What follows belongs to an exercise in optimizing a design on an open flow for small area, a short achievable clock period and few clock cycles per item; a production flow would make more cautious choices. The RTL was checked by simulation tests, not by an equivalence proof against the original design. Power and IR drop assume default switching activity.

==> design/flow/design.v <==
module gp_md (
    input  wire        clk,
    input  wire        rst,
    input  wire        load,        
    input  wire        start,       
    input  wire        is_div,
    input  wire [63:0] a,
    input  wire [63:0] b,
    input  wire        w64,
    input  wire [1:0]  ra,
    input  wire [1:0]  rb,
    input  wire        alias_b,
    output wire        busy,
    output wire        busy_n,      
    output wire        wr,          
    output wire [1:0]  wr_idx,
    output wire [63:0] wr_val,
    output wire        fl_wr,       
    output wire        fl_z,
    output wire        fl_n,
    output wire        fl_v_wr,
    output wire        fl_v,
    output wire        sh_act,
    output wire [63:0] sh_in,
    output wire [5:0]  sh_amt,
    output wire        sh_zero,     
    input  wire [63:0] sh_out
);
    localparam [2:0] S_IDLE = 3'd0, S_NORM = 3'd1, S_STEP = 3'd2,
                     S_WB1 = 3'd3, S_WB2 = 3'd4, S_CORR = 3'd5;
    reg [2:0]  st;
    reg [64:0] R;                  
    reg [63:0] M, X;
    reg [1:0]  C;
    reg [6:0]  msh;                
    reg [7:0]  dsh;                
    reg        a_small, modd;
    reg [5:0]  cnt;
    reg        div, sgnq, sgna, wide, al, same, wr1, need2;
    reg [1:0]  r_a, r_b;
    assign busy = (st != S_IDLE);
    wire [63:0] mag_a = a[63] ? (~a + 64'd1) : a;
    wire [63:0] mag_b = b[63] ? (~b + 64'd1) : b;
    wire [6:0]  lzs_a, lzs_b;
    gp_lzc u_lza (.v(a ^ {64{a[63]}}), .n(lzs_a));
    gp_lzc u_lzb (.v(b ^ {64{b[63]}}), .n(lzs_b));
    wire        p2_a  = a[63] && ((a[62:0] & ~a[63:1]) == 63'd0);
    wire        p2_b  = b[63] && ((b[62:0] & ~b[63:1]) == 63'd0);
    wire [6:0]  lz_a  = lzs_a - {6'd0, p2_a};
    wire [6:0]  lz_b  = lzs_b - {6'd0, p2_b};
    wire        s_asm = (lz_a >= lz_b);                 
    wire [6:0]  msh_a = {lz_a[6:1] + {5'd0, lz_a[0]}, 1'b0};
    wire [6:0]  msh_b = {lz_b[6:1] + {5'd0, lz_b[0]}, 1'b0};
    wire [7:0]  s_dsh = {1'b0, lz_b} - {1'b0, lz_a};
    wire        s_same  = (ra == rb);
    wire        s_keepr = is_div ? alias_b : !alias_b;
    wire        s_two   = is_div | w64;
    wire       mnone   = msh[6];                        
    assign sh_act = (st == S_NORM);
    assign sh_in  = (!div && a_small) ? R[63:0] : M;
    assign sh_amt = div ? dsh[5:0] : msh[5:0];
    assign sh_zero = sh_act && !div && mnone;
    wire [1:0]  dig = X[63:62];
    wire        rneg = R[64];
    wire [65:0] op1 = div ? {R[64], R} : {2'b00, R[61:0], 2'b00};
    wire [65:0] op2 = div ? (rneg ? {2'b00, M} : {2'b11, ~M}) : (dig[1] ? {1'b0, M, 1'b0} : 66'd0);
    wire [65:0] op3 = (!div && dig[0]) ? {2'b00, M} : 66'd0;
    wire [65:0] t   = op1 + op2 + op3 + {65'd0, div & !rneg};
    wire [63:0] xm  = {X[61:0], R[63:62]} + {60'd0, C, 2'b00};
    wire        r_zero  = (R[63:0] == 64'd0);
    wire        rl_zero = (R[62:0] == 63'd0);
    wire        x_zero  = (X == 64'd0);
    wire        in_wb1  = (st == S_WB1);
    wire [63:0] wv      = in_wb1 ? R[63:0] : X;
    wire        wneg    = (in_wb1 && div) ? sgna : sgnq;
    wire        wcin    = in_wb1 | div | r_zero;
    reg  [63:0] pre_or;
    integer k;
    always @(*) begin
        pre_or[0] = 1'b0;
        for (k = 1; k < 64; k = k + 1) pre_or[k] = pre_or[k-1] | wv[k-1];
    end
    assign wr_val = wv ^ ({64{wneg}} & (pre_or | {64{!wcin}}));
    assign wr     = (in_wb1 && wr1) || (st == S_WB2);
    assign wr_idx = (in_wb1 ^ div) ? r_a : r_b;
    assign fl_wr  = in_wb1;
    assign fl_z   = div ? x_zero : (!wide && r_zero);
    assign fl_n   = div ? (sgnq ? !x_zero : X[63])
                        : (wide ? sgnq : (sgnq ? (R[63] ? rl_zero : !r_zero) : R[63]));
    assign fl_v_wr = in_wb1 && div;
    assign fl_v   = sgna && !r_zero;
    assign busy_n = !rst && ((st == S_IDLE) ? start :
                             in_wb1 ? need2 : (st != S_WB2));
    always @(posedge clk) begin
        if (rst) begin
            st <= S_IDLE;
        end else begin
            case (st)
                S_IDLE: begin
                    r_a  <= ra;
                    r_b  <= rb;
                    if (load) begin
                        R       <= {1'b0, mag_a};
                        M       <= mag_b;
                        X       <= 64'd0;
                        C       <= 2'd0;
                        a_small <= s_asm;
                        modd    <= s_asm ? lz_a[0] : lz_b[0];
                        msh     <= s_asm ? msh_a : msh_b;
                        dsh     <= s_dsh;
                        cnt     <= s_dsh[5:0];
                        div     <= is_div;
                        sgna    <= a[63];
                        wide    <= w64;
                        wr1     <= !(s_two && s_same && !s_keepr);
                        need2   <= s_two && !(s_same && s_keepr);
                    end
                    sgnq <= (a[63] ^ b[63]) & start;
                    if (start) st <= !is_div ? S_NORM : s_dsh[7] ? S_WB1 :
                                      (s_dsh == 8'd0) ? S_STEP : S_NORM;
                end
                S_NORM: begin
                    if (div) begin
                        st  <= S_STEP;
                        M   <= sh_out;
                    end else begin
                        st  <= mnone ? S_WB1 : S_STEP;
                        X   <= sh_out;
                        M   <= a_small ? M : R[63:0];
                        R   <= {1'b0, modd ? (a_small ? M : R[63:0]) : 64'd0};
                        cnt <= 6'd31 - {1'b0, msh[5:1]};
                    end
                end
                S_STEP: begin
                    if (div) begin
                        R <= t[64:0];
                        X <= {X[62:0], !t[64]};
                        if (cnt != 6'd0) M <= {1'b0, M[63:1]};
                    end else begin
                        R <= {1'b0, t[63:0]};
                        X <= xm;
                        C <= t[65:64];
                    end
                    cnt <= cnt - 6'd1;
                    if (cnt == 6'd0) st <= (div && t[64]) ? S_CORR : S_WB1;
                end
                S_CORR: begin
                    R  <= t[64:0];
                    st <= S_WB1;
                end
                S_WB1: begin
                    st <= need2 ? S_WB2 : S_IDLE;
                    X  <= X + {62'd0, C};
                end
                default: st <= S_IDLE;
            endcase
        end
    end
endmodule
module gp_lzc (
    input  wire [63:0] v,
    output wire [6:0]  n
);
    wire [31:0] z1; wire [31:0] c1;
    wire [15:0] z2; wire [31:0] c2;
    wire [7:0]  z3; wire [23:0] c3;
    wire [3:0]  z4; wire [15:0] c4;
    wire [1:0]  z5; wire [9:0]  c5;
    genvar g;
    generate
        for (g = 0; g < 32; g = g + 1) begin : l1
            assign z1[g] = ~(v[2*g+1] | v[2*g]);
            assign c1[g] = ~v[2*g+1];
        end
        for (g = 0; g < 16; g = g + 1) begin : l2
            assign z2[g] = z1[2*g+1] & z1[2*g];
            assign c2[2*g+1:2*g] = z1[2*g+1] ? {1'b1, c1[2*g]} : {1'b0, c1[2*g+1]};
        end
        for (g = 0; g < 8; g = g + 1) begin : l3
            assign z3[g] = z2[2*g+1] & z2[2*g];
            assign c3[3*g+2:3*g] = z2[2*g+1] ? {1'b1, c2[4*g+1:4*g]} : {1'b0, c2[4*g+3:4*g+2]};
        end
        for (g = 0; g < 4; g = g + 1) begin : l4
            assign z4[g] = z3[2*g+1] & z3[2*g];
            assign c4[4*g+3:4*g] = z3[2*g+1] ? {1'b1, c3[6*g+2:6*g]} : {1'b0, c3[6*g+5:6*g+3]};
        end
        for (g = 0; g < 2; g = g + 1) begin : l5
            assign z5[g] = z4[2*g+1] & z4[2*g];
            assign c5[5*g+4:5*g] = z4[2*g+1] ? {1'b1, c4[8*g+3:8*g]} : {1'b0, c4[8*g+7:8*g+4]};
        end
    endgenerate
    wire zall = z5[1] & z5[0];
    assign n = zall ? 7'd64 : {1'b0, z5[1] ? {1'b1, c5[4:0]} : {1'b0, c5[9:5]}};
endmodule
module gp_core (
    input  wire        clk,
    input  wire        rst,           
    input  wire        cmd_valid,
    output wire        cmd_ready,
    input  wire [31:0] cmd,
    input  wire [63:0] d,
    input  wire        alias_b_last,  
    output reg         rsp_valid,
    output reg  [63:0] q,
    output reg  [2:0]  err
);
    localparam [2:0] E_NONE  = 3'd0, E_FIELD = 3'd1, E_DIV0 = 3'd2,
                     E_OVFL  = 3'd3, E_UNFL  = 3'd4, E_ILLEGAL = 3'd5;
    reg [63:0] x0, x1, x2, x3;    
    reg [31:0] sw;                
    reg        zn_pend;           
    reg [1:0]  zn_idx;
    reg [31:0] ptr0, ptr1, cnt0, cnt1, pc, sb;
    reg [15:0] ofs0, ofs1, ix0, ix1, ixs0, ixs1, cnts0, cnts1, sp;
    reg [7:0]  mem0, mem1, mem2, mem3, mem4, mem5, mem6, mem7,
               mem8, mem9, mem10, mem11, mem12, mem13, mem14, mem15;
    reg [4:0]  sfree;             
    wire [1:0] sw_os = sw[19:18];
    reg        rdy;
    reg        s1_v;
    reg [7:0]  s1_op;
    reg [1:0]  s1_ra, s1_rb, s1_ci, s1_wf;
    reg [3:0]  s1_f;
    reg [63:0] s1_d;              
    reg        s1_al;
    reg        s1_ill;
    reg        s1_big;            
    reg        s1_gt1, s1_gt3, s1_gt7;
    reg [63:0] a_op;              
    reg [63:0] bx_op;             
    reg        s1_subm;
    reg [3:0]  s1_n;              
    reg        k_add, k_sub, k_logic, k_and, k_or, k_cmp, k_shl, k_shr, k_sar,
               k_mul, k_div, k_sext, k_set, k_getu, k_geti, k_sw, k_rfrd,
               k_rfwr, k_rst, k_push, k_pop;
    wire [7:0] c_op = cmd[31:24];
    wire [1:0] c_ra = cmd[23:22];
    wire [1:0] c_rb = cmd[21:20];
    wire [1:0] c_ci = cmd[19:18];
    wire [1:0] c_wf = cmd[17:16];
    wire [7:0] c_f  = cmd[15:8];
    wire c_alu  = (c_op[7:4] == 4'h1) && (c_op[3:0] <= 4'hB);
    wire c_rr   = (c_op[7:4] == 4'h1) && ((c_op[3:0] <= 4'h5) || c_op[3:0] == 4'h9 || c_op[3:0] == 4'hA);
    wire c_adsb = (c_op[7:1] == 7'h08);
    wire c_sext = (c_op == 8'h1B);
    wire c_reg  = (c_op[7:4] == 4'h2);
    wire c_swc  = (c_op[7:4] == 4'h3) || (c_op[7:4] == 4'h4);
    wire c_rf   = (c_op == 8'h50) || (c_op == 8'h51);
    wire c_rst  = (c_op == 8'h52);
    wire c_stk  = (c_op[7:3] == 5'b01100);
    wire c_known = c_alu || c_sext || c_reg || c_swc || c_rf || c_rst || c_stk;
    wire c_ill = !c_known
               || (cmd[7:0] != 8'd0)
               || (!(c_alu || c_sext || c_reg) && c_ra != 2'd0)
               || (!c_rr && c_rb != 2'd0)
               || (!c_adsb && c_ci != 2'd0)
               || (!c_sext && c_wf != 2'd0)
               || (!c_rf && c_f != 8'd0)
               || (c_adsb && c_ci == 2'd3)
               || (c_rf && c_f > 8'd14);
    wire c_ok = !c_ill;
    wire c_set = (c_op[7:3] == 5'b00100);
    function [63:0] sext;
        input [63:0] v;
        input [1:0]  sz;
        begin
            case (sz)
                2'd0: sext = {{56{v[7]}},  v[7:0]};
                2'd1: sext = {{48{v[15]}}, v[15:0]};
                2'd2: sext = {{32{v[31]}}, v[31:0]};
                default: sext = v;
            endcase
        end
    endfunction
    function [63:0] zext;
        input [63:0] v;
        input [1:0]  sz;
        begin
            case (sz)
                2'd0: zext = {56'd0, v[7:0]};
                2'd1: zext = {48'd0, v[15:0]};
                2'd2: zext = {32'd0, v[31:0]};
                default: zext = v;
            endcase
        end
    endfunction
    assign cmd_ready = rdy;
    wire accept = cmd_valid && rdy;
    wire [7:0] op = s1_op;
    wire [1:0] ra = s1_ra;
    wire [1:0] rb = s1_rb;
    wire md_busy, md_busy_nx;
    wire fire = s1_v && !md_busy;
    wire [63:0] a  = a_op;
    wire [63:0] bx = bx_op;
    wire        cin_sel = (s1_ci == 2'd0) ? 1'b0 : (s1_ci == 2'd1) ? 1'b1 : sw[31];
    wire        cin     = (k_add | k_sub) & cin_sel;
    wire [65:0] sum2    = {1'b0, a, 1'b1} + {1'b0, bx, s1_subm ^ cin};
    wire [63:0] raw     = sum2[64:1];
    wire        co      = sum2[65];
    wire        b_ones  = (bx == 64'd0);
    wire        c_add   = co & !((&bx) & cin);        
    wire        c_sub   = co | (b_ones & cin);        
    wire [63:0] lg = ({64{k_and}} & (a & bx)) | ({64{k_or}} & (a | bx)) |
                     ({64{!k_and && !k_or}} & (a ^ bx));
    wire        md_sh, md_shz;
    wire [63:0] md_shin;
    wire [5:0]  md_shamt;
    reg  [63:0] a_rev, md_rev;
    integer i;
    always @(*) begin
        for (i = 0; i < 64; i = i + 1) begin
            a_rev[i]  = a[63 - i];
            md_rev[i] = md_shin[63 - i];
        end
    end
    wire        fill  = k_sar & a[63] & !md_sh;
    wire [63:0] sh_in = md_sh ? md_rev :
                        (({64{k_shl}} & a_rev) | ({64{k_shr}} & zext(a, sw_os)) | ({64{!k_shl && !k_shr}} & a));
    wire [5:0]  shn   = md_sh ? md_shamt : s1_d[5:0];
    wire [64:0] sh_e  = $signed({fill, sh_in}) >>> shn;
    wire [63:0] sh_y  = ((s1_big & !md_sh) | md_shz) ? {64{fill}} : sh_e[63:0];
    reg  [63:0] sh_l;             
    always @(*) begin
        for (i = 0; i < 64; i = i + 1) sh_l[i] = sh_y[63 - i];
    end
    wire a_zero = (a == 64'd0);
    wire b_zero = (bx == 64'd0);                      
    wire mul_z  = k_mul & (a_zero | b_zero);
    wire w64    = (sw_os == 2'd3);
    wire        md_wr, md_fl, md_flz, md_fln, md_flv_wr, md_flv;
    wire [1:0]  md_idx;
    wire [63:0] md_val;
    gp_md u_md (
        .clk(clk), .rst(rst),
        .load(fire & (k_mul | k_div)),
        .start(fire & ((k_mul & !mul_z) | (k_div & !b_zero))),
        .is_div(k_div), .a(a), .b(bx), .w64(w64),
        .ra(ra), .rb(rb), .alias_b(s1_al),
        .busy(md_busy), .busy_n(md_busy_nx),
        .wr(md_wr), .wr_idx(md_idx), .wr_val(md_val),
        .fl_wr(md_fl), .fl_z(md_flz), .fl_n(md_fln),
        .fl_v_wr(md_flv_wr), .fl_v(md_flv),
        .sh_act(md_sh), .sh_in(md_shin), .sh_amt(md_shamt), .sh_zero(md_shz), .sh_out(sh_l)
    );
    wire        ex = !md_wr;
    wire        g_os = ex & (k_add | k_sub | k_logic | k_shl | k_shr);
    wire [63:0] pre_os = ({64{k_add | k_sub}} & raw) | ({64{k_logic}} & lg) |
                         ({64{k_shl}} & sh_l) | ({64{k_shr}} & sh_y);
    wire [1:0]  wsel = (k_sext ? s1_wf : 2'd0) | ((k_getu | k_geti) ? op[1:0] : 2'd0) |
                       ((k_sext | k_getu | k_geti) ? 2'd0 : 2'd3);
    wire [63:0] ext_a = k_getu ? zext(a, wsel) : sext(a, wsel);
    wire [63:0] rf_val = ({64{g_os}} & sext(pre_os, sw_os)) |
                         ({64{ex & k_sar}} & sh_y) |
                         ({64{ex & k_sext}} & ext_a) |
                         ({64{ex & k_set}} & s1_d) |
                         ({64{md_wr}} & md_val);
    wire        wr_a = k_add | k_sub | k_logic | k_shl | k_shr | k_sar | k_sext | k_set | mul_z;
    wire        zn_lazy = k_add | k_sub | k_logic | k_shl | k_shr | k_sar;
    wire zx0 = (x0 == 64'd0), zx1 = (x1 == 64'd0), zx2 = (x2 == 64'd0), zx3 = (x3 == 64'd0);
    wire z_pend = (zn_idx == 2'd0) ? zx0 : (zn_idx == 2'd1) ? zx1 : (zn_idx == 2'd2) ? zx2 : zx3;
    wire n_pend = (zn_idx == 2'd0) ? x0[63] : (zn_idx == 2'd1) ? x1[63] : (zn_idx == 2'd2) ? x2[63] : x3[63];
    wire z_eff  = zn_pend ? z_pend : sw[29];
    wire n_eff  = zn_pend ? n_pend : sw[28];
    wire [31:0] sw_eff = {sw[31:30], z_eff, n_eff, sw[27:0]};
    wire r_msb = (sw_os == 2'd0) ? raw[7] : (sw_os == 2'd1) ? raw[15] :
                 (sw_os == 2'd2) ? raw[31] : raw[63];
    wire [7:0] sop = op;
    wire s3 = k_sw && !sop[6];
    wire [3:0] sl = sop[3:0];
    wire f_set = s3 && (sl == 4'h1 || sl == 4'h4 || sl == 4'h7 || sl == 4'hA || sl == 4'hD);
    wire f_clr = s3 && (sl == 4'h2 || sl == 4'h5 || sl == 4'h8 || sl == 4'hB || sl == 4'hE);
    wire f_get = s3 && (sl == 4'h3 || sl == 4'h6 || sl == 4'h9 || sl == 4'hC || sl == 4'hF);
    wire [2:0] f_which = (sl <= 4'h3) ? 3'd0 : (sl <= 4'h6) ? 3'd1 : (sl <= 4'h9) ? 3'd2 :
                         (sl <= 4'hC) ? 3'd3 : 3'd4;       
    wire sel_even = k_sw && sop[7:4] == 4'h4 && sop[3:0] <= 4'hB && !sop[0];
    wire sel_get  = k_sw && sop[7:4] == 4'h4 && sop[3:0] <= 4'hB && sop[0];
    wire [2:0] sel_fld = sop[3:1];                           
    wire sel_bad = sel_even && ((sel_fld == 3'd0) ? s1_gt7 :
                                (sel_fld == 3'd2 || sel_fld == 3'd3) ? s1_gt1 : s1_gt3);
    wire set_sys = k_sw && sop == 8'h4C;
    wire set_usr = k_sw && sop == 8'h4E;
    reg [31:0] sw_n;
    always @(*) begin
        sw_n = sw;
        sw_n[29] = z_eff;
        sw_n[28] = n_eff;
        if (k_add) begin
            sw_n[31] = c_add;
            sw_n[30] = (a[63] == bx[63]) && (r_msb != a[63]);
        end
        if (k_sub) begin
            sw_n[31] = c_sub;
            sw_n[30] = (a[63] == bx[63]) && (r_msb != a[63]);
        end
        if (k_cmp) begin
            sw_n[31] = co;
            sw_n[30] = (a[63] != bx[63]) ? co : !bx[63];
            sw_n[29] = ((a ^ bx) == {64{1'b1}});
        end
        if (mul_z) begin
            sw_n[29] = 1'b1;
            sw_n[28] = 1'b0;
        end
        if (f_set | f_clr) begin
            case (f_which)
                3'd0: sw_n[31] = f_set;
                3'd1: sw_n[30] = f_set;
                3'd2: sw_n[29] = f_set;
                3'd3: sw_n[28] = f_set;
                default: sw_n[24] = f_set;
            endcase
        end
        if (sel_even && !sel_bad) begin
            case (sel_fld)
                3'd0: sw_n[27:25] = s1_d[2:0];
                3'd1: sw_n[23:22] = s1_d[1:0];
                3'd2: sw_n[21]    = s1_d[0];
                3'd3: sw_n[20]    = s1_d[0];
                3'd4: sw_n[19:18] = s1_d[1:0];
                default: sw_n[17:16] = s1_d[1:0];
            endcase
        end
        if (set_sys) sw_n[15:8] = s1_d[7:0];
        if (set_usr) sw_n[7:0]  = s1_d[7:0];
    end
    wire [4:0] base1 = sfree - 5'd1, base2 = sfree - 5'd2, base4 = sfree - 5'd4, base8 = sfree - 5'd8;
    wire [4:0] push_base = ({5{s1_n[0]}} & base1) | ({5{s1_n[1]}} & base2) |
                           ({5{s1_n[2]}} & base4) | ({5{s1_n[3]}} & base8);
    wire       push_ok   = (s1_n[0] & (sfree >= 5'd1)) | (s1_n[1] & (sfree >= 5'd2)) |
                           (s1_n[2] & (sfree >= 5'd4)) | (s1_n[3] & (sfree >= 5'd8));
    wire [4:0] pop_end   = ({5{s1_n[0]}} & (sfree + 5'd1)) | ({5{s1_n[1]}} & (sfree + 5'd2)) |
                           ({5{s1_n[2]}} & (sfree + 5'd4)) | ({5{s1_n[3]}} & (sfree + 5'd8));
    wire       pop_ok    = (s1_n[0] & (sfree <= 5'd15)) | (s1_n[1] & (sfree <= 5'd14)) |
                           (s1_n[2] & (sfree <= 5'd12)) | (s1_n[3] & (sfree <= 5'd8));
    wire [63:0] mem_lo = {mem7, mem6, mem5, mem4, mem3, mem2, mem1, mem0};
    wire [63:0] mem_hi = {mem15, mem14, mem13, mem12, mem11, mem10, mem9, mem8};
    reg  [63:0] lanes;
    integer L;
    always @(*) begin
        for (L = 0; L < 8; L = L + 1) begin
            if ((sfree[4:3] == 2'd0 && L < sfree[2:0]) || (sfree[4:3] == 2'd1 && L >= sfree[2:0]))
                lanes[8*L +: 8] = mem_hi[8*L +: 8];
            else
                lanes[8*L +: 8] = mem_lo[8*L +: 8];
        end
    end
    wire [63:0] rot_in  = k_push ? s1_d : lanes;
    wire [2:0]  rot_amt = k_push ? (3'd0 - push_base[2:0]) : sfree[2:0];    
    wire [63:0] rot1 = rot_amt[0] ? {rot_in[7:0], rot_in[63:8]} : rot_in;
    wire [63:0] rot2 = rot_amt[1] ? {rot1[15:0],  rot1[63:16]}  : rot1;
    wire [63:0] rot  = rot_amt[2] ? {rot2[31:0],  rot2[63:32]}  : rot2;
    wire [63:0] pop_val = {{32{s1_n[3]}}, {16{s1_n[3] | s1_n[2]}}, {8{!s1_n[0]}}, 8'hFF} & rot;
    wire        do_push = fire & k_push & push_ok;
    wire        do_pop  = fire & k_pop & pop_ok;
    wire [15:0] mwe;
    genvar gi;
    generate
        for (gi = 0; gi < 16; gi = gi + 1) begin : g_mwe
            assign mwe[gi] = do_push && (gi < sfree) &&
                             ((s1_n[0] & (gi >= base1)) | (s1_n[1] & (gi >= base2)) |
                              (s1_n[2] & (gi >= base4)) | (s1_n[3] & (gi >= base8)));
        end
    endgenerate
    reg [31:0] spr_rd;
    always @(*) begin
        case (s1_f)
            4'd0:  spr_rd = ptr0;
            4'd1:  spr_rd = ptr1;
            4'd2:  spr_rd = {16'd0, ofs0};
            4'd3:  spr_rd = {16'd0, ofs1};
            4'd4:  spr_rd = {16'd0, ix0};
            4'd5:  spr_rd = {16'd0, ix1};
            4'd6:  spr_rd = {16'd0, ixs0};
            4'd7:  spr_rd = {16'd0, ixs1};
            4'd8:  spr_rd = cnt0;
            4'd9:  spr_rd = cnt1;
            4'd10: spr_rd = {16'd0, cnts0};
            4'd11: spr_rd = {16'd0, cnts1};
            4'd12: spr_rd = pc;
            4'd13: spr_rd = sb;
            default: spr_rd = {16'd0, sp};
        endcase
    end
    reg [31:0] q_sw;               
    always @(*) begin
        q_sw = 32'd0;
        if (sop == 8'h30) q_sw = sw_eff;
        if (f_get) begin
            case (f_which)
                3'd0: q_sw[0] = sw[31];
                3'd1: q_sw[0] = sw[30];
                3'd2: q_sw[0] = z_eff;
                3'd3: q_sw[0] = n_eff;
                default: q_sw[0] = sw[24];
            endcase
        end
        if (sel_get) begin
            case (sel_fld)
                3'd0: q_sw[2:0] = sw[27:25];
                3'd1: q_sw[1:0] = sw[23:22];
                3'd2: q_sw[0]   = sw[21];
                3'd3: q_sw[0]   = sw[20];
                3'd4: q_sw[1:0] = sw[19:18];
                default: q_sw[1:0] = sw[17:16];
            endcase
        end
        if (sop == 8'h4D) q_sw[7:0] = sw[15:8];
        if (sop == 8'h4F) q_sw[7:0] = sw[7:0];
    end
    wire [63:0] q_n = ({64{k_getu | k_geti}} & ext_a) |
                      ({64{k_sw}} & {32'd0, q_sw}) |
                      ({64{k_rfrd}} & {32'd0, spr_rd}) |
                      ({64{k_pop & pop_ok}} & pop_val);
    wire [2:0]  err_n = s1_ill ? E_ILLEGAL :
                        sel_bad ? E_FIELD :
                        (k_div & b_zero) ? E_DIV0 :
                        (k_push & !push_ok) ? E_OVFL :
                        (k_pop & !pop_ok) ? E_UNFL : E_NONE;
    wire        clear  = rst | (fire & k_rst);        
    wire        rf_we  = md_wr | (fire & wr_a);
    wire [1:0]  rf_idx = md_wr ? md_idx : ra;
    wire        rf_we2 = fire & mul_z & w64;
    wire [3:0]  rf_en;
    assign rf_en[0] = clear || (rf_we && rf_idx == 2'd0) || (rf_we2 && rb == 2'd0);
    assign rf_en[1] = clear || (rf_we && rf_idx == 2'd1) || (rf_we2 && rb == 2'd1);
    assign rf_en[2] = clear || (rf_we && rf_idx == 2'd2) || (rf_we2 && rb == 2'd2);
    assign rf_en[3] = clear || (rf_we && rf_idx == 2'd3) || (rf_we2 && rb == 2'd3);
    wire        s1_v_n = accept | (s1_v & !fire);
    wire [63:0] rf_d   = {64{!clear}} & rf_val;
    wire        s1_hold = s1_v & !fire;
    wire        c_subm = (c_op == 8'h11) || (c_op == 8'h15);
    wire [1:0]  sel_ra = s1_hold ? s1_ra : c_ra;
    wire [1:0]  sel_rb = s1_hold ? s1_rb : c_rb;
    wire        subm_n = s1_hold ? s1_subm : c_subm;
    reg  [63:0] xr_a, xr_b;
    always @(*) begin
        case (sel_ra)
            2'd0: xr_a = x0; 2'd1: xr_a = x1; 2'd2: xr_a = x2; default: xr_a = x3;
        endcase
        case (sel_rb)
            2'd0: xr_b = x0; 2'd1: xr_b = x1; 2'd2: xr_b = x2; default: xr_b = x3;
        endcase
    end
    always @(posedge clk) begin
        if (rst) begin
            rdy       <= 1'b1;
            s1_v      <= 1'b0;
            rsp_valid <= 1'b0;
            sfree     <= 5'd16;
        end else begin
            s1_v      <= s1_v_n;
            rsp_valid <= fire;
            if (do_push) sfree <= push_base;
            if (do_pop)  sfree <= pop_end;
            rdy <= !s1_v_n || !md_busy_nx;
        end
        q   <= q_n;
        err <= err_n;
        a_op  <= rf_en[sel_ra] ? rf_d : xr_a;
        bx_op <= (rf_en[sel_rb] ? rf_d : xr_b) ^ {64{subm_n}};
        if (accept) begin
            s1_subm <= c_subm;
            s1_n    <= {c_op[1:0] == 2'd3, c_op[1:0] == 2'd2, c_op[1:0] == 2'd1, c_op[1:0] == 2'd0};
            s1_op   <= c_op;
            s1_ra   <= c_ra;
            s1_rb   <= c_rb;
            s1_ci   <= c_ci;
            s1_wf   <= c_wf;
            s1_f    <= c_f[3:0];
            s1_d    <= c_set ? sext(d, c_op[1:0]) : d;
            s1_al   <= alias_b_last;
            s1_ill  <= c_ill;
            s1_big  <= |d[63:6];
            s1_gt1  <= |d[63:1];
            s1_gt3  <= |d[63:2];
            s1_gt7  <= |d[63:3];
            k_add   <= c_ok && c_op == 8'h10;
            k_sub   <= c_ok && c_op == 8'h11;
            k_and   <= c_ok && c_op == 8'h12;
            k_or    <= c_ok && c_op == 8'h13;
            k_logic <= c_ok && (c_op == 8'h12 || c_op == 8'h13 || c_op == 8'h14);
            k_cmp   <= c_ok && c_op == 8'h15;
            k_shl   <= c_ok && c_op == 8'h16;
            k_shr   <= c_ok && c_op == 8'h17;
            k_sar   <= c_ok && c_op == 8'h18;
            k_mul   <= c_ok && c_op == 8'h19;
            k_div   <= c_ok && c_op == 8'h1A;
            k_sext  <= c_ok && c_op == 8'h1B;
            k_set   <= c_ok && c_set;
            k_getu  <= c_ok && c_op[7:2] == 6'b001010;
            k_geti  <= c_ok && c_op[7:2] == 6'b001011;
            k_sw    <= c_ok && c_swc;
            k_rfrd  <= c_ok && c_op == 8'h50;
            k_rfwr  <= c_ok && c_op == 8'h51;
            k_rst   <= c_ok && c_rst;
            k_push  <= c_ok && c_op[7:2] == 6'b011000;
            k_pop   <= c_ok && c_op[7:2] == 6'b011001;
        end
    end
    always @(posedge clk) begin
        if (rf_en[0]) x0 <= rf_d;
        if (rf_en[1]) x1 <= rf_d;
        if (rf_en[2]) x2 <= rf_d;
        if (rf_en[3]) x3 <= rf_d;
    end
    always @(posedge clk) begin
        if (clear) begin
            sw      <= 32'd0;
            zn_pend <= 1'b0;
        end else if (md_fl) begin
            sw[29]  <= md_flz;
            sw[28]  <= md_fln;
            if (md_flv_wr) sw[30] <= md_flv;
            zn_pend <= 1'b0;
        end else if (fire) begin
            sw      <= sw_n;
            zn_pend <= zn_lazy;
            zn_idx  <= ra;
        end else if (zn_pend) begin
            sw[29]  <= z_pend;
            sw[28]  <= n_pend;
            zn_pend <= 1'b0;
        end
    end
    wire        spw  = fire & k_rfwr;
    wire [31:0] spd  = {32{!clear}} & s1_d[31:0];
    wire [31:0] sbd  = {s1_d[31:17] | {15{clear}}, spd[16:0]};
    wire [15:0] spd1 = s1_d[15:0] | {16{clear}};
    always @(posedge clk) begin
        if (clear || (spw && s1_f == 4'd0))  ptr0  <= spd;
        if (clear || (spw && s1_f == 4'd1))  ptr1  <= spd;
        if (clear || (spw && s1_f == 4'd2))  ofs0  <= spd[15:0];
        if (clear || (spw && s1_f == 4'd3))  ofs1  <= spd[15:0];
        if (clear || (spw && s1_f == 4'd4))  ix0   <= spd[15:0];
        if (clear || (spw && s1_f == 4'd5))  ix1   <= spd[15:0];
        if (clear || (spw && s1_f == 4'd6))  ixs0  <= spd[15:0];
        if (clear || (spw && s1_f == 4'd7))  ixs1  <= spd[15:0];
        if (clear || (spw && s1_f == 4'd8))  cnt0  <= spd;
        if (clear || (spw && s1_f == 4'd9))  cnt1  <= spd;
        if (clear || (spw && s1_f == 4'd10)) cnts0 <= spd[15:0];
        if (clear || (spw && s1_f == 4'd11)) cnts1 <= spd[15:0];
        if (clear || (spw && s1_f == 4'd12)) pc    <= spd;
        if (clear || (spw && s1_f == 4'd13)) sb    <= sbd;
        if (clear || (spw && s1_f == 4'd14)) sp    <= spd1;
    end
    always @(posedge clk) begin
        if (mwe[0])  mem0  <= rot[7:0];
        if (mwe[1])  mem1  <= rot[15:8];
        if (mwe[2])  mem2  <= rot[23:16];
        if (mwe[3])  mem3  <= rot[31:24];
        if (mwe[4])  mem4  <= rot[39:32];
        if (mwe[5])  mem5  <= rot[47:40];
        if (mwe[6])  mem6  <= rot[55:48];
        if (mwe[7])  mem7  <= rot[63:56];
        if (mwe[8])  mem8  <= rot[7:0];
        if (mwe[9])  mem9  <= rot[15:8];
        if (mwe[10]) mem10 <= rot[23:16];
        if (mwe[11]) mem11 <= rot[31:24];
        if (mwe[12]) mem12 <= rot[39:32];
        if (mwe[13]) mem13 <= rot[47:40];
        if (mwe[14]) mem14 <= rot[55:48];
        if (mwe[15]) mem15 <= rot[63:56];
    end
endmodule
==> design/flow/flow/run.sh <==
#!/bin/bash
# Own layout flow: the standard synthesis, then the standard ORFS steps with a
# larger setup margin for timing repair (the SDC and clock period are unchanged).
set -euo pipefail
W="$(pwd)"
MARGIN="$(cat flow/margin.txt)"
bash standard.sh synth > "$W/synth.log" 2>&1
# the same make command and knobs as standard.sh, with SETUP_SLACK_MARGIN raised
KNOBS=$(grep '^make ' standard.sh | sed -e 's/^.*CLKGATE_MAP_FILE= //' -e 's/ "\${@:-finish}"$//' -e 's/SETUP_SLACK_MARGIN=[^ ]*//')
eval make -C "$FLOW_HOME" DESIGN_CONFIG="$W/config.mk" WORK_HOME="$W/orfs" CLKGATE_MAP_FILE= \
    $KNOBS SETUP_SLACK_MARGIN="$MARGIN" finish > "$W/layout.log" 2>&1
R="$W/orfs/results/$FLOW_PLATFORM/gp_core/base"
: # left out here: write the final layout as DEF
==> design/flow/flow/margin.txt <==
6.0
==> design/flow/standard.sh <==
#!/bin/bash
# synth_recipe.tcl (not shown) runs the flow's synth.tcl, then flattens the netlist and writes it again
# the make line also repeats each setting of config.mk as NAME=value (left out here)
make -C /OpenROAD-flow-scripts/flow DESIGN_CONFIG=/design/flow/config.mk WORK_HOME=/design/flow/orfs CLKGATE_MAP_FILE= SYNTH_SCRIPT=/design/flow/synth_recipe.tcl "${@:-finish}"
==> design/flow/config.mk <==
export PLATFORM = sky130hd
export DESIGN_NAME = gp_core
export DESIGN_NICKNAME = gp_core
export VERILOG_FILES = /design/flow/design.v
export SDC_FILE = /design/flow/constraint.sdc
export NUM_CORES = 8
export LEC_CHECK = 0
export CAP_MARGIN = 30
export CORE_MARGIN = 2
export CORE_UTILIZATION = 40
export SLEW_MARGIN = 20
==> design/flow/constraint.sdc <==
create_clock -name core_clock -period 11.0 [get_ports {clk}]
set_input_delay 2.2000 -clock core_clock [delete_from_list [all_inputs] [get_ports {clk}]]
set_output_delay 2.2000 -clock core_clock [all_outputs]
set_load 0.01 [all_outputs]
==> metrics.md, run 1 <==
| Metric | Value |
|---|---|
| Outcome | no timing/DRC/antenna violations |
| Most frequent cell after synthesis | nand2_1 |
| Post-synth top cells | nand2_1 (1141), edfxtp_1 (1063), a21oi_1 (728) |
| Worst-path clk slew | approximately 0.07 ns |
| Reg-to-reg critical path startpoint | a_op[43]$_DFF_P_ |
| Fin Clk Skew | slightly below 0.1 ns |
| Core area | between 0.2 and 0.25 sq mm |
| Syn nets | roughly 11000 |
| Crit path time final | approximately 5.4 ns |
| Total power | between 30 and 40 mW |
| EDFF count, synth | 1063 |
| Fin. max-slew vios | 0 |
| Slowest CP cell | nor3_1 |
| Synth warn | 2 |
| Total iterations of the first detailed-routing run | 16 |
| Seq/Total Area, Yosys | 0.3697 |
| Number of max-cap violations | 0 |
| P_leak | 45.43 nW |
| Worst Setup SP | a_op[43]$_DFF_P_ |
| Grt total ovfl | 0 |
| Site Rows | 182 |
| Via/cell ratio | 7.424 |
| Type of the worst min-delay path | flop to flop |
| Die height | 502.2 microns |
| Cell taking the most area after synthesis | edfxtp_1 |
| Fin Setup TNS | 0 ns |
| Nets | ~12000 |
| Die width | 502.2 microns |
| ANT nets after route | 0 |
| Top FF cell, synth | edfxtp_1 |
| GRT Util Overall | 0.5302 |
| DIE AREA | 0.2522 sq mm |
| Synth Instances | 10930 |
| Worst vdd ir | approximately 180 uV |
| H-tree levels | 4 |
| Hold wc startpoint | sw[25]$_SDFFE_PP0P_ |
| PwrDens | ~250 mW/mm^2 |
| Num ports | between 150 and 200 |
| Initial Util | 0.4030 |
| Yosys cell types | 121 |
| # clock sinks | about 1300 |
| CTS tree | yes |
| Crit-path max cell delay | 0.84 ns |
| DRC Markers | 0 |
| Period utilization | 0.4909 |
| Fin. Hold Viols | 0 |
| Initial antenna violation count | 88 |
| Port bufs | roughly 170 |
| Largest net degree at the start of global routing | about 110 |
| HPWL Detailed | between 500 and 600 mm |
| Initial drt markers | 21180 |
| Max transition margin | 0.1589 |
| Layout cells sized above 1 | 0.2195 |
| Setup violators final | 0 |
| GPL Wtd Cong | between 1 and 1.5 |
| Fmax | between 150 and 200 MHz |
| Worst hold margin | roughly 0.48 ns |
| Type of the worst setup path | flop to flop |
| Largest cells by area after synthesis | edfxtp_1 (32%), mux2i_1 (5.4%), dfxtp_1 (4.8%) |
| Fill cell total of the finished layout | 22840 |
| WL/cell | approximately 47 microns |
| Routed WL | around 700 mm |
| CTS root buf | clkbuf_16 |
| Syn_area_per_cell | 9.085 sq um |
| Synth Cell Area | 0.09929 sq mm |
| Worst Path Max Fanout | 9 |
| Ys async rst share | 0 |
| Seq cells post-synth | 1302 |
| Crit. End Element | flop |
| Vias in the first global route | a little under 100k |
| Worst slew pin tran | 1.262 ns |
| Number of CTS-inserted buffers | 151 |
| First-pass GRT wire length | 904.6 mm |
| Area share of the largest cell type after synthesis | 0.3215 |
| Worst-Skew Late Latency | between 0.9 and 1 ns |
| Layout area overhead | 23.88% |
| Setup crit start kind | flop |
| DR vias | 110200 |
| RSZ-0062 raised after global routing | true |
| WP data arrival | 6.19 ns |
| Clk buf depth | 3 |
| Critical path, cell by cell | buf_4 > inv_1 > ha_1 > and3_1 > and3_1 > nand4_1 > or4_1 > nor3_1 > a21oi_1 > nor3_1 > o21ai_0 > a21oi_1 |
| Critical Path RT | approximately 12 ns |
-- flip-flops by register name (all words and copies together), names as in the netlist, 64 cells and up --
| name | count |
|---|---|
| u_md.X | 64 |
| x0 | 64 |
| u_md.R | 65 |
| bx_op | 64 |
| q | 64 |
| a_op | 64 |
| x2 | 64 |
| s1_d | 64 |
| x3 | 64 |
| u_md.M | 64 |
| x1 | 64 |
-- cells in the final DEF, fill, tap and decap left out, types with 132 or more instances in the layout --
master / Yosys / layout
clkbuf_16: 0 / 167
xnor2_1: 347 / 322
nor4_1: 156 / 135
clkdlybuf4s50_1: 0 / 166
ha_1: 248 / 210
edfxtp_1: 1063 / 1063
a21oi_1: 728 / 661
buf_4: 12 / 732
dfxtp_1: 239 / 195
a22oi_1: 235 / 213
a21o_1: 138 / 135
nor2_1: 718 / 648
nand3_1: 284 / 270
nand4_1: 146 / 146
mux2i_1: 539 / 455
a31oi_1: 150 / 132
o21ai_0: 631 / 549
nand2_1: 1141 / 1112
inv_1: 334 / 314
nor3_1: 208 / 171
and2_1: 168 / 150
mux2_2: 170 / 164
-- metal layers --
metal,share of wire,track usage,vias up,wire [microns]
li1,-,-,42560,-
met1,0.35,0.6351,54450,246500
met2,0.38,0.6992,10360,264800
met3,0.16,0.2755,2786,114700
met4,0.11,0.4223,62,73770
met5,0.0025,0.02103,-,1728
-- path summary, 6_finish.rpt --
kind	endpoint	depth (start not counted)	slack, ns
worst max-delay path	sw[29]$_SDFF_PP0_	12	5.60
worst max register to register	sw[29]$_SDFF_PP0_	12	5.60
worst min register to register	sw[25]$_SDFFE_PP0P_	2	0.48
worst min-delay path	sw[25]$_SDFFE_PP0P_	2	0.48
-- repair_timing --
| item | 4_1_cts | 5_1_grt |
|---|---|---|
| resized for setup | 808 | 477 |
| setup endpoints to repair | 844 | 529 |
| buffers inserted | 227 | 164 |
| cloned | 35 | 17 |
| pin swaps | 136 | 170 |
| hold buffers | 0 | 0 |
-- kinds of logic after synthesis --
group | Yosys count | synth area share
AO/OA/AOI/OAI | 3398 | 0.2352
XOR/XNOR | 490 | 0.04322
adder cells (fa/ha/maj) | 316 | 0.04496
buffers and inverters | 1264 | 0.05086
flip-flops | 1302 | 0.3697
multiplexers | 802 | 0.09346
AND/OR/NAND/NOR | 3358 | 0.1627
-- critical path, delay by kind of cell, from the launching register on --
| family | cells | cell delay (ns) |
|---|---|---|
| AOI/OAI and AO/OA | 3 | 0.76 |
| adders and majority gates | 1 | 0.52 |
| buffers and inverters | 2 | 0.92 |
| DFF | 1 | 0.40 |
| and+or+nand+nor | 6 | 2.65 |
-- power breakdown --
group          leakage [nW]  total (mW)  switching (mW)  internal [mW]
Combinational          30.5        18.4            12.5           5.81
Sequential             12.4        7.68            1.17           6.50
Clock                  2.46        5.28            2.36           2.91
-- per-stage QoR --
stage                     instances  area, sq um  setup WS [ns]    util
after floorplan               10930        99800          5.983       -
after global placement        13950       105900          2.565  0.4297
after detailed placement      14010       106600          3.334  0.4326
after CTS                     14560       118500          5.917  0.4811
after global routing          14790       122900          5.732  0.4986
final                         14850       123000          5.601  0.4992
-- layout make-up --
type,count,area [sq um],share of cell area
multi-input combinational,8371,63650,0.5175
sequential,1302,36790,0.2991
timing repair buffer,1153,11690,0.09501
clock buffer,206,4148,0.03372
tap,3312,4144,0.03369
inverter,341,1384,0.01125
clock inverter,78,970.9,0.007894
antenna,79,197.7,0.001607
timing repair inverter,3,36.28,0.0002950
Testbench counts, summed over its fixed seeds: cycles 23,787, items 16,000.
==> run 2, diff against run 1 <==
==> design/flow/run.sh (new file) <==
#!/bin/bash
# synth_recipe.tcl (not shown) runs the flow's synth.tcl, then flattens the netlist and writes it again
# the make line also repeats each setting of config.mk as NAME=value (left out here)
make -C /OpenROAD-flow-scripts/flow DESIGN_CONFIG=/design/flow/config.mk WORK_HOME=/design/flow/orfs CLKGATE_MAP_FILE= SYNTH_SCRIPT=/design/flow/synth_recipe.tcl finish
--- a/design/flow/config.mk
+++ b/design/flow/config.mk
@@ -8,4 +8,5 @@
 export CAP_MARGIN = 30
 export CORE_MARGIN = 2
-export CORE_UTILIZATION = 40
+export CORE_UTILIZATION = 35
+export SETUP_SLACK_MARGIN = 5
 export SLEW_MARGIN = 20
removed: design/flow/flow/run.sh
removed: design/flow/flow/margin.txt
removed: design/flow/standard.sh
==> run 2 against run 1 <==
  * Sequential cell count stayed put
  * Still clean
  * Register-to-register slack worse by 1.0 ns
  * Critical path depth is 1 higher
  * Global-route usage is 6.2 points lower
  * Synthesized cell count stayed put
  * Cell area is 6.4% lower
  * Via count is 2.6% lower
==> metrics.md, run 2 <==
| Metric | Value |
|---|---|
| WL/cell | approximately 47 microns |
| Port bufs | around 170 |
| Yosys cell types | around 120 |
| GRT Util Overall | 0.4678 |
| Grt total ovfl | 0 |
| Max reg flops | 65 |
| Cell taking the most area after synthesis | edfxtp_1 |
| Post-synth top cells | nand2_1 (1141), edfxtp_1 (1063), a21oi_1 (728) |
| Worst Path Max Fanout | 60 |
| Fill cell total of the finished layout | approximately 28000 |
| H-tree levels | 4 |
| Type of the worst setup path | flop to flop |
| Area share of xor/xnor cells in the synthesized design | 0.04322 |
| Nets | 11410 |
| Clk buf depth | 4 |
| Largest net degree at the start of global routing | roughly 140 |
| GPL Wtd Cong | approximately 1.2 |
| DIE AREA | roughly 0.29 sq mm |
| Worst-path clk slew | ~0.07 ns |
| Die width | between 500 and 600 microns |
| Die height | 536.6 microns |
| Critical Path RT | 11.59 ns |
| ANT nets after route | 0 |
| Initial antenna violation count | ~100 |
| Total iterations of the first detailed-routing run | 10 |
| Adder-Cell Fraction of Synth Area | 0.04496 |
| EDFF count, synth | about 1100 |
| Synth Instances | roughly 11000 |
| Routed WL | 699.7 mm |
| Number of CTS-inserted buffers | 158 |
| Area after DPL | roughly 0.11 sq mm |
| Vias in the first global route | around 96000 |
| Period utilization | 0.5823 |
| Fin. max-slew vios | 0 |
| Initial drt markers | 19810 |
| Worst-Skew Late Latency | about 0.9 ns |
| DR vias | 107400 |
| Simple-gate share of the synthesized area | 0.1627 |
| Fin Setup TNS | 0 ns |
| Ys async rst share | 0 |
| # clock sinks | about 1300 |
| Layout area overhead | 15.92% |
| Reg with most FFs | u_md.R |
| Initial Util | 0.3517 |
| Worst vdd ir | around 170 uV |
| # hold bufs at CTS | 0 |
| Largest family of logic cells by synthesized area | compound AO/OA/AOI/OAI gates |
| Syn nets | between 10000 and 15000 |
| Top FF cell, synth | edfxtp_1 |
| Seq cells post-synth | ~1300 |
| DRC Markers | 0 |
| Setup violators final | 0 |
| HPWL Detailed | 533.2 mm |
| Mux contribution to synthesized area | 0.09346 |
| Area share of the largest cell type after synthesis | 0.3215 |
| Synth Cell Area | 0.09929 sq mm |
| First-pass GRT wire length | 911.1 mm |
| Via/cell ratio | ~7.2 |
| Fin. Hold Viols | 0 |
| Worst hold margin | between 0.4 and 0.5 ns |
| Largest cells by area after synthesis | edfxtp_1 (32%), mux2i_1 (5.4%), dfxtp_1 (4.8%) |
| Crit path time final | about 6.4 ns |
| Fmax | 156.1 MHz |
| Most frequent cell after synthesis | nand2_1 |
| Num ports | about 170 |
| RSZ-0062 raised after global routing | true |
| Type of the worst min-delay path | flop to flop |
| WP data arrival | ~7 ns |
| CTS tree | yes |
| Layout cells sized above 1 | 0.1522 |
| Core area | approximately 0.28 sq mm |
| Worst slew pin tran | about 1.3 ns |
| P_leak | ~42 nW |
| Outcome | no timing/DRC/antenna violations |
| Fin Clk Skew | 0.08630 ns |
| Compound-Gate Fraction of Synth Area | 0.2352 |
| PwrDens | roughly 260 mW/mm^2 |
| Crit. End Element | flop |
| Seq/Total Area, Yosys | 0.3697 |
| Number of max-cap violations | 0 |
| Commonest non-fill, non-tap cells in the layout | nand2_1 (1128), edfxtp_1 (1063), a21oi_1 (708) |
| Site Rows | roughly 200 |
| CTS root buf | clkbuf_16 |
| Synth warn | 2 |
| Max transition margin | 0.1258 |
| Syn_area_per_cell | around 9 sq um |
| Fin area | 0.1151 sq mm |
| Setup crit start kind | flop |
| Commonest non-fill, non-tap cell in the layout | nand2_1 |
==> run 2: routing by layer <==
| metal | share of wire | wire (microns) | global-route usage | up-vias |
|---|---|---|---|---|
| met3 | 0.15 | 102900 | 0.2127 | 2452 |
| met4 | 0.10 | 70870 | 0.3682 | 50 |
| met5 | 0.0020 | 1393 | 0.01941 | - |
| met2 | 0.38 | 267600 | 0.6294 | 9586 |
| li1 | - | - | - | 41850 |
| met1 | 0.37 | 256900 | 0.5709 | 53420 |
==> run 2: metrics by stage <==
| step | setup slack, ns | utilization | power (mW) | cells |
|---|---|---|---|---|
| 2_1_floorplan | 5.011 | - | 14.69 | 10930 |
| 3_3_place_gp | 3.337 | 0.3778 | 22.18 | 14410 |
| 3_5_place_dp | 3.290 | 0.3810 | 22.31 | 14500 |
| 4_1_cts | 4.911 | 0.4034 | 28.03 | 14820 |
| 5_1_grt | 4.923 | 0.4073 | 29.65 | 14880 |
| 6_report | 4.595 | 0.4077 | 29.61 | 14940 |
==> run 2: worst max-delay path, cell delays in order, from the launching register on <==
cell and delay [ns]:
edfxtp_1 0.56, buf_12 0.29, and2_2 0.38, o21ai_1 0.92, a31oi_1 0.39, mux4_2 0.55
a211oi_2 0.53, a211oi_1 0.15, a31oi_1 0.48, a22oi_2 0.37, buf_8 0.28, a221oi_2 0.48
o21ai_0 0.34, and2_1 0.30
==> run 2: layout make-up <==
type	count	area (sq um)	share of cell area
Sequential cell	1302	36750	0.3193
Tap cell	3743	4683	0.04069
Antenna cell	69	172.7	0.001500
Multi-Input combinational cell	8366	59650	0.5182
Clock inverter	94	1057	0.009186
Inverter	341	1319	0.01146
Timing Repair Buffer	828	7252	0.06301
Clock buffer	194	4223	0.03669
==> run 2: kinds of logic after synthesis <==
logic type	after synthesis
AO/OA/AOI/OAI	3398
AND/OR/NAND/NOR	3358
flip-flops	1302
buffers and inverters	1264
multiplexers	802
XOR/XNOR	490
adder cells (fa/ha/maj)	316
==> run 2: report_power, final <==
| group | total, mW | switching [mW] | internal, mW |
|---|---|---|---|
| Sequential | 7.66 | 1.17 | 6.49 |
| Combinational | 16.4 | 11.8 | 4.68 |
| Clock | 5.51 | 2.37 | 3.14 |
| Total | 29.6 | 15.3 | 14.3 |
==> run 2: final timing paths <==
path | start | end | slack [ns] | depth (start not counted)
min | sw[16]$_SDFFE_PP0P_ | sw[16]$_SDFFE_PP0P_ | 0.48 | 2
max | k_shr$_DFFE_PP_ | x3[50]$_DFFE_PP_ | 4.59 | 13
max reg2reg | k_shr$_DFFE_PP_ | x3[50]$_DFFE_PP_ | 4.59 | 13
min reg2reg | sw[16]$_SDFFE_PP0P_ | sw[16]$_SDFFE_PP0P_ | 0.48 | 2
==> run 2: repair_timing <==
| action | in CTS | in global routing |
|---|---|---|
| gates cloned | 2 | 2 |
| resized for setup | 162 | 116 |
| setup endpoints to repair | 471 | 258 |
| hold endpoints to repair | 0 | 0 |
| pin swaps | 16 | 16 |
| setup buffers | 33 | 22 |
==> run 3, diff against run 2 <==
--- a/design/flow/design.v
+++ b/design/flow/design.v
@@ -47,10 +47,10 @@
     wire        p2_a  = a[63] && ((a[62:0] & ~a[63:1]) == 63'd0);
     wire        p2_b  = b[63] && ((b[62:0] & ~b[63:1]) == 63'd0);
-    wire [6:0]  lz_a  = lzs_a - {6'd0, p2_a};
-    wire [6:0]  lz_b  = lzs_b - {6'd0, p2_b};
-    wire        s_asm = (lz_a >= lz_b);                 
-    wire [6:0]  msh_a = {lz_a[6:1] + {5'd0, lz_a[0]}, 1'b0};
-    wire [6:0]  msh_b = {lz_b[6:1] + {5'd0, lz_b[0]}, 1'b0};
-    wire [7:0]  s_dsh = {1'b0, lz_b} - {1'b0, lz_a};
+    wire        s_asm = (lzs_a >= lzs_b);               
+    wire        q_neg  = (lzs_b < lzs_a) && !p2_a;
+    wire        q_zero = (lzs_b == lzs_a) && !p2_a && !p2_b;
+    wire [6:0]  msh_a = {lzs_a[6:1] + {5'd0, lzs_a[0] & !p2_a}, 1'b0};
+    wire [6:0]  msh_b = {lzs_b[6:1] + {5'd0, lzs_b[0] & !p2_b}, 1'b0};
+    wire [7:0]  s_dsh = {1'b0, lzs_b} - {1'b0, lzs_a} + {7'd0, p2_a} - {7'd0, p2_b};
     wire        s_same  = (ra == rb);
     wire        s_keepr = is_div ? alias_b : !alias_b;
@@ -106,5 +106,5 @@
                         C       <= 2'd0;
                         a_small <= s_asm;
-                        modd    <= s_asm ? lz_a[0] : lz_b[0];
+                        modd    <= s_asm ? (lzs_a[0] ^ p2_a) : (lzs_b[0] ^ p2_b);
                         msh     <= s_asm ? msh_a : msh_b;
                         dsh     <= s_dsh;
@@ -117,10 +117,10 @@
                     end
                     sgnq <= (a[63] ^ b[63]) & start;
-                    if (start) st <= !is_div ? S_NORM : s_dsh[7] ? S_WB1 :
-                                      (s_dsh == 8'd0) ? S_STEP : S_NORM;
+                    if (start) st <= !is_div ? S_NORM : q_neg ? S_WB1 :
+                                      q_zero ? S_STEP : S_NORM;
                 end
                 S_NORM: begin
                     if (div) begin
-                        st  <= S_STEP;
+                        st  <= dsh[7] ? S_WB1 : S_STEP;
                         M   <= sh_out;
                     end else begin
@@ -315,7 +315,11 @@
         end
     end
+    wire [1:0]  wsel = (k_sext ? s1_wf : 2'd0) | ((k_getu | k_geti) ? op[1:0] : 2'd0) |
+                       (k_shr ? sw_os : 2'd0) |
+                       ((k_sext | k_getu | k_geti | k_shr) ? 2'd0 : 2'd3);
+    wire [63:0] ext_a = (k_getu | k_shr) ? zext(a, wsel) : sext(a, wsel);
     wire        fill  = k_sar & a[63] & !md_sh;
     wire [63:0] sh_in = md_sh ? md_rev :
-                        (({64{k_shl}} & a_rev) | ({64{k_shr}} & zext(a, sw_os)) | ({64{!k_shl && !k_shr}} & a));
+                        (({64{k_shl}} & a_rev) | ({64{k_shr}} & ext_a) | ({64{!k_shl && !k_shr}} & a));
     wire [5:0]  shn   = md_sh ? md_shamt : s1_d[5:0];
     wire [64:0] sh_e  = $signed({fill, sh_in}) >>> shn;
@@ -348,7 +352,4 @@
     wire [63:0] pre_os = ({64{k_add | k_sub}} & raw) | ({64{k_logic}} & lg) |
                          ({64{k_shl}} & sh_l) | ({64{k_shr}} & sh_y);
-    wire [1:0]  wsel = (k_sext ? s1_wf : 2'd0) | ((k_getu | k_geti) ? op[1:0] : 2'd0) |
-                       ((k_sext | k_getu | k_geti) ? 2'd0 : 2'd3);
-    wire [63:0] ext_a = k_getu ? zext(a, wsel) : sext(a, wsel);
     wire [63:0] rf_val = ({64{g_os}} & sext(pre_os, sw_os)) |
                          ({64{ex & k_sar}} & sh_y) |
==> design/flow/flow/run.sh (new file) <==
#!/bin/bash
# Own layout flow: the standard synthesis, then the standard ORFS steps with
# different repair settings (the SDC and clock period are unchanged): a larger
# setup margin for timing repair and the extra ORFS variables in flow/knobs.txt.
set -euo pipefail
W="$(pwd)"
MARGIN="$(cat flow/margin.txt)"
EXTRA="$(cat flow/knobs.txt 2>/dev/null || true)"
bash standard.sh synth > "$W/synth.log" 2>&1
# the same make command and knobs as standard.sh, with SETUP_SLACK_MARGIN raised
KNOBS=$(grep '^make ' standard.sh | sed -e 's/^.*CLKGATE_MAP_FILE= //' -e 's/ "\${@:-finish}"$//' -e 's/SETUP_SLACK_MARGIN=[^ ]*//')
eval make -C "$FLOW_HOME" DESIGN_CONFIG="$W/config.mk" WORK_HOME="$W/orfs" CLKGATE_MAP_FILE= \
    $KNOBS SETUP_SLACK_MARGIN="$MARGIN" $EXTRA finish > "$W/layout.log" 2>&1
R="$W/orfs/results/$FLOW_PLATFORM/gp_core/base"
: # left out here: write the final layout as DEF
==> design/flow/flow/margin.txt (new file) <==
6.0
==> design/flow/standard.sh (new file) <==
#!/bin/bash
# synth_recipe.tcl (not shown) runs the flow's synth.tcl, then flattens the netlist and writes it again
# the make line also repeats each setting of config.mk as NAME=value (left out here)
make -C /OpenROAD-flow-scripts/flow DESIGN_CONFIG=/design/flow/config.mk WORK_HOME=/design/flow/orfs CLKGATE_MAP_FILE= SYNTH_SCRIPT=/design/flow/synth_recipe.tcl "${@:-finish}"
--- a/design/flow/config.mk
+++ b/design/flow/config.mk
@@ -8,5 +8,4 @@
 export CAP_MARGIN = 30
 export CORE_MARGIN = 2
-export CORE_UTILIZATION = 35
-export SETUP_SLACK_MARGIN = 5
+export CORE_UTILIZATION = 40
 export SLEW_MARGIN = 20
removed: design/flow/run.sh
==> run 3 against run 2 <==
  * Setup slack improved by 0.82 ns
  * Via count increased by 0.75%
  * Cell count decreased by 3.5%
  * Highest routed layer unchanged
==> metrics.md, run 3 <==
| Metric | Value |
|---|---|
| Fin Setup TNS | 0 ns |
| RSZ-0062 raised after global routing | true |
| Site Rows | 180 |
| Layout area overhead | 26.95% |
| P_leak | between 40 and 50 nW |
| Die width | between 400 and 500 microns |
| Fin. max-slew vios | 0 |
| Syn nets | 10900 |
| ANT nets after route | 0 |
| Fin area | between 0.1 and 0.15 sq mm |
| DRC Markers | 0 |
| Routed WL | around 700 mm |
| Worst-Skew Late Latency | about 0.92 ns |
| Sequential share of power | 0.200 |
| Worst Setup SP | u_md.div$_DFFE_PP_ |
| Ys async rst share | 0 |
| Via/cell ratio | 7.504 |
| Reg with most FFs | u_md.R |
| Total power | roughly 43 mW |
| DR vias | 108200 |
| Type of the worst setup path | flop to flop |
| Psw | between 20 and 25 mW |
| Net Sw Frac | 0.5518 |
| Top FF cell, synth | edfxtp_1 |
| Grt total ovfl | 0 |
| Largest net degree at the start of global routing | 136 |
| Nets | about 11000 |
| Initial antenna violation count | 95 |
| Area share of the largest cell type after synthesis | 0.3312 |
| Fin. Hold Viols | 0 |
| Area of the multi-input gates | 0.06268 sq mm |
| Syn_area_per_cell | 9.210 sq um |
| Type of the worst min-delay path | flop to flop |
| Worst r2r dst | a_op[58]$_DFF_P_ |
| Worst hold margin | ~0.51 ns |
| Commonest non-fill, non-tap cell in the layout | edfxtp_1 |
| CTS tree | yes |
| Synth Instances | around 10000 |
| Synth Cell Area | between 0.09 and 0.1 sq mm |
| Crit path time final | approximately 5.6 ns |
| Max reg flops | 65 |
| R2R Setup Slk | around 5.4 ns |
| Cell taking the most area after synthesis | edfxtp_1 |
| CTS root buf | clkbuf_16 |
| Total iterations of the first detailed-routing run | 13 |
| Reg-to-reg critical path startpoint | u_md.div$_DFFE_PP_ |
| H-tree levels | 4 |
| Fmax | 179.1 MHz |
| Fin Clk Skew | 0.1320 ns |
| Period utilization | 0.5076 |
| Comb pwr share | 0.670 |
| Max transition margin | 0.08924 |
| Layout cells sized above 1 | 0.2459 |
| Dpl ws | 2.823 ns |
| Fill cell total of the finished layout | about 22000 |
| Final setup margin | ~5.4 ns |
| Post-synth top cells | nand2_1 (1102), edfxtp_1 (1064), o21ai_0 (807) |
| Crit. End Element | flop |
| Worst-path clk slew | ~0.060 ns |
| Largest cells by area after synthesis | edfxtp_1 (33%), dfxtp_1 (5.0%), mux2i_1 (4.4%) |
| WL/cell | between 40 and 50 microns |
| Yosys cell types | 98 |
| Commonest non-fill, non-tap cells in the layout | edfxtp_1 (1064), nand2_1 (1048), buf_4 (760) |
| Worst vdd ir | 205.2 uV |
| Initial drt markers | 21760 |
| Number of max-cap violations | 0 |
| Most frequent cell after synthesis | nand2_1 |
| DIE AREA | about 0.25 sq mm |
| Worst slew pin tran | about 1.4 ns |
| PwrDens | 349.7 mW/mm^2 |
| # clock sinks | between 1000 and 1500 |
| Synth warn | 2 |
| GRT Util Overall | 0.5489 |
| Number of CTS-inserted buffers | 152 |
| GPL Wtd Cong | 1.214 |
| Worst Path Max Fanout | 6 |
| Area after DPL | around 0.10 sq mm |
| R2r worst-path depth | 23 |
| First-pass GRT wire length | around 900 mm |
| Pint | 19.19 mW |
| Vias in the first global route | 95670 |
| Port bufs | about 170 |
| Seq cells post-synth | about 1300 |
| # hold bufs at CTS | 0 |
| Setup violators final | 0 |
| Clk buf depth | 3 |
| WP data arrival | about 6.3 ns |
| EDFF count, synth | 1064 |
| Seq/Total Area, Yosys | 0.3808 |
| Core area | 0.2401 sq mm |
| Initial Util | 0.4018 |
| Num ports | ~170 |
| Die height | about 500 microns |
| HPWL Detailed | ~500 mm |
| Outcome | no timing/DRC/antenna violations |
| Critical Path RT | around 12 ns |
| CP Capture Point | a_op[58]$_DFF_P_ |
| Clock power share | 0.130 |
| Register area | 0.03680 sq mm |
| Setup crit start kind | flop |
-- run 3: cell count changes in the layout (fill, tap and decap cells not counted), sizes merged, moves of 46 or more --
cell / delta
a211oi: -58
a31o: -46
a31oi: -57
buf: +357
inv: -109
mux2i: -113
mux4: +55
o21ai: +164
-- run 3: critical path, cell delays in order (launching register included) --
cell and delay (ns):
edfxtp_1 0.46, buf_12 0.19, buf_4 0.16, buf_12 0.15, buf_12 0.13, nor2b_4 0.16, buf_12 0.15, buf_12 0.15
mux2_4 0.34, a21oi_2 0.14, a211o_1 0.20, nand4b_1 0.21, buf_4 0.22, a31oi_1 0.29, o2111ai_2 0.36, nor4b_4 0.30
a31o_2 0.31, or3_4 0.48, buf_6 0.16, and2_4 0.20, buf_4 0.15, a21oi_4 0.15, nor2_4 0.08, mux2_4 0.29
-- run 3: power by group through the flow --
stage	Combinational, mW	Sequential (mW)	Clock (mW)
final	28.7	8.55	5.56
after global routing	28.1	8.52	5.72
after CTS	24.5	8.39	5.54
after detailed placement	21.6	8.60	0
after global placement	21.4	8.55	0
after floorplan	11.2	7.75	0
-- run 3: metrics by stage --
| stage | cells | util |
|---|---|---|
| floorplan | 10470 | - |
| global placement | 13420 | 0.4321 |
| detailed placement | 13480 | 0.4348 |
| CTS | 14130 | 0.4924 |
| global route | 14340 | 0.5093 |
| finish | 14410 | 0.5101 |
-- run 3: worst min-delay path by stage --
stage	slack [ns]	start	cells past startpoint	to
after global routing	0.53	sw[26]$_SDFFE_PP0P_	2	sw[26]$_SDFFE_PP0P_
after floorplan	0.42	k_div$_DFFE_PP_	0	u_md.div$_DFFE_PP_
after CTS	0.50	sw[4]$_SDFFE_PP0P_	2	sw[4]$_SDFFE_PP0P_
final	0.51	sw[4]$_SDFFE_PP0P_	2	sw[4]$_SDFFE_PP0P_
after detailed placement	0.49	sw[0]$_SDFFE_PP0P_	2	sw[0]$_SDFFE_PP0P_
after global placement	0.47	sw[3]$_SDFFE_PP0P_	2	sw[3]$_SDFFE_PP0P_
-- run 3: cell type report --
cell class              instances  share of cell area
multi-input cells            8058              0.5119
flip-flops and latches       1303              0.3006
repair buffers               1215             0.09895
clock buffers                 189             0.03329
well taps                    3185             0.03254
clock inverters                96             0.01095
inverters                     266            0.009605
diodes                         98            0.002003
repair inverters                3           0.0002146
-- run 3: repair_timing --
action                                  in CTS  in global routing
gates resized for setup                   1028                499
cloned                                      33                  6
buffers inserted                           338                145
endpoints found under the setup margin     869                552
pin swaps                                  204                172
-- run 3: kinds of logic after synthesis --
family | count (synthesis) | synth area share
adders and majority gates | 329 | 0.04828
AOI/OAI and AO/OA | 3255 | 0.2240
and+or+nand+nor | 3188 | 0.1558
xor gates and xnor gates | 503 | 0.04567
DFF | 1303 | 0.3808
muxes | 779 | 0.1011
buffers and inverters | 1116 | 0.04431
-- run 3: per-layer routing --
metal | wire, microns | global-route usage
met2 | 260000 | 0.7030
met3 | 119600 | 0.3291
met4 | 73320 | 0.4452
met5 | 2456 | 0.1020
met1 | 243600 | 0.6383
Testbench counts of run 3, summed over its fixed seeds: cycles 23,831, items 16,000.

## afterwards: timing with drivers on the ports
No port has a modelled driver above. Below, the same layouts with a new extraction and two added sets of constraints. Step 1 assumes that a clkbuf_16 drives the clock port and a buf_2 every other input. Step 2 times the ports against the registers' clock, not the clock port: input delays grow and output delays shrink by t, the midpoint of the rising clock arrivals with the driver on. a / b / c = ideal / step 1 / step 2; a / b = the first two.
run | t (ns) | slack for setup (ns) | worst hold slack (ns) | worst data-port slew with drivers (ns)
run 1 | 0.966 | 5.601 / 5.601 / 5.113 | 0.481 / 0.481 / 0.481 | 0.09
run 2 | 0.982 | 4.595 / 4.595 / 4.386 | 0.478 / 0.478 / 0.478 | 0.10
run 3 | 0.947 | 5.416 / 5.416 / 5.162 | 0.509 / 0.509 / 0.509 | 0.09
After both steps setup and hold are still met in every run listed. The setup slack of run 1, which loses most, moves by 0.000 ns with the drivers and by -0.488 ns with both steps.
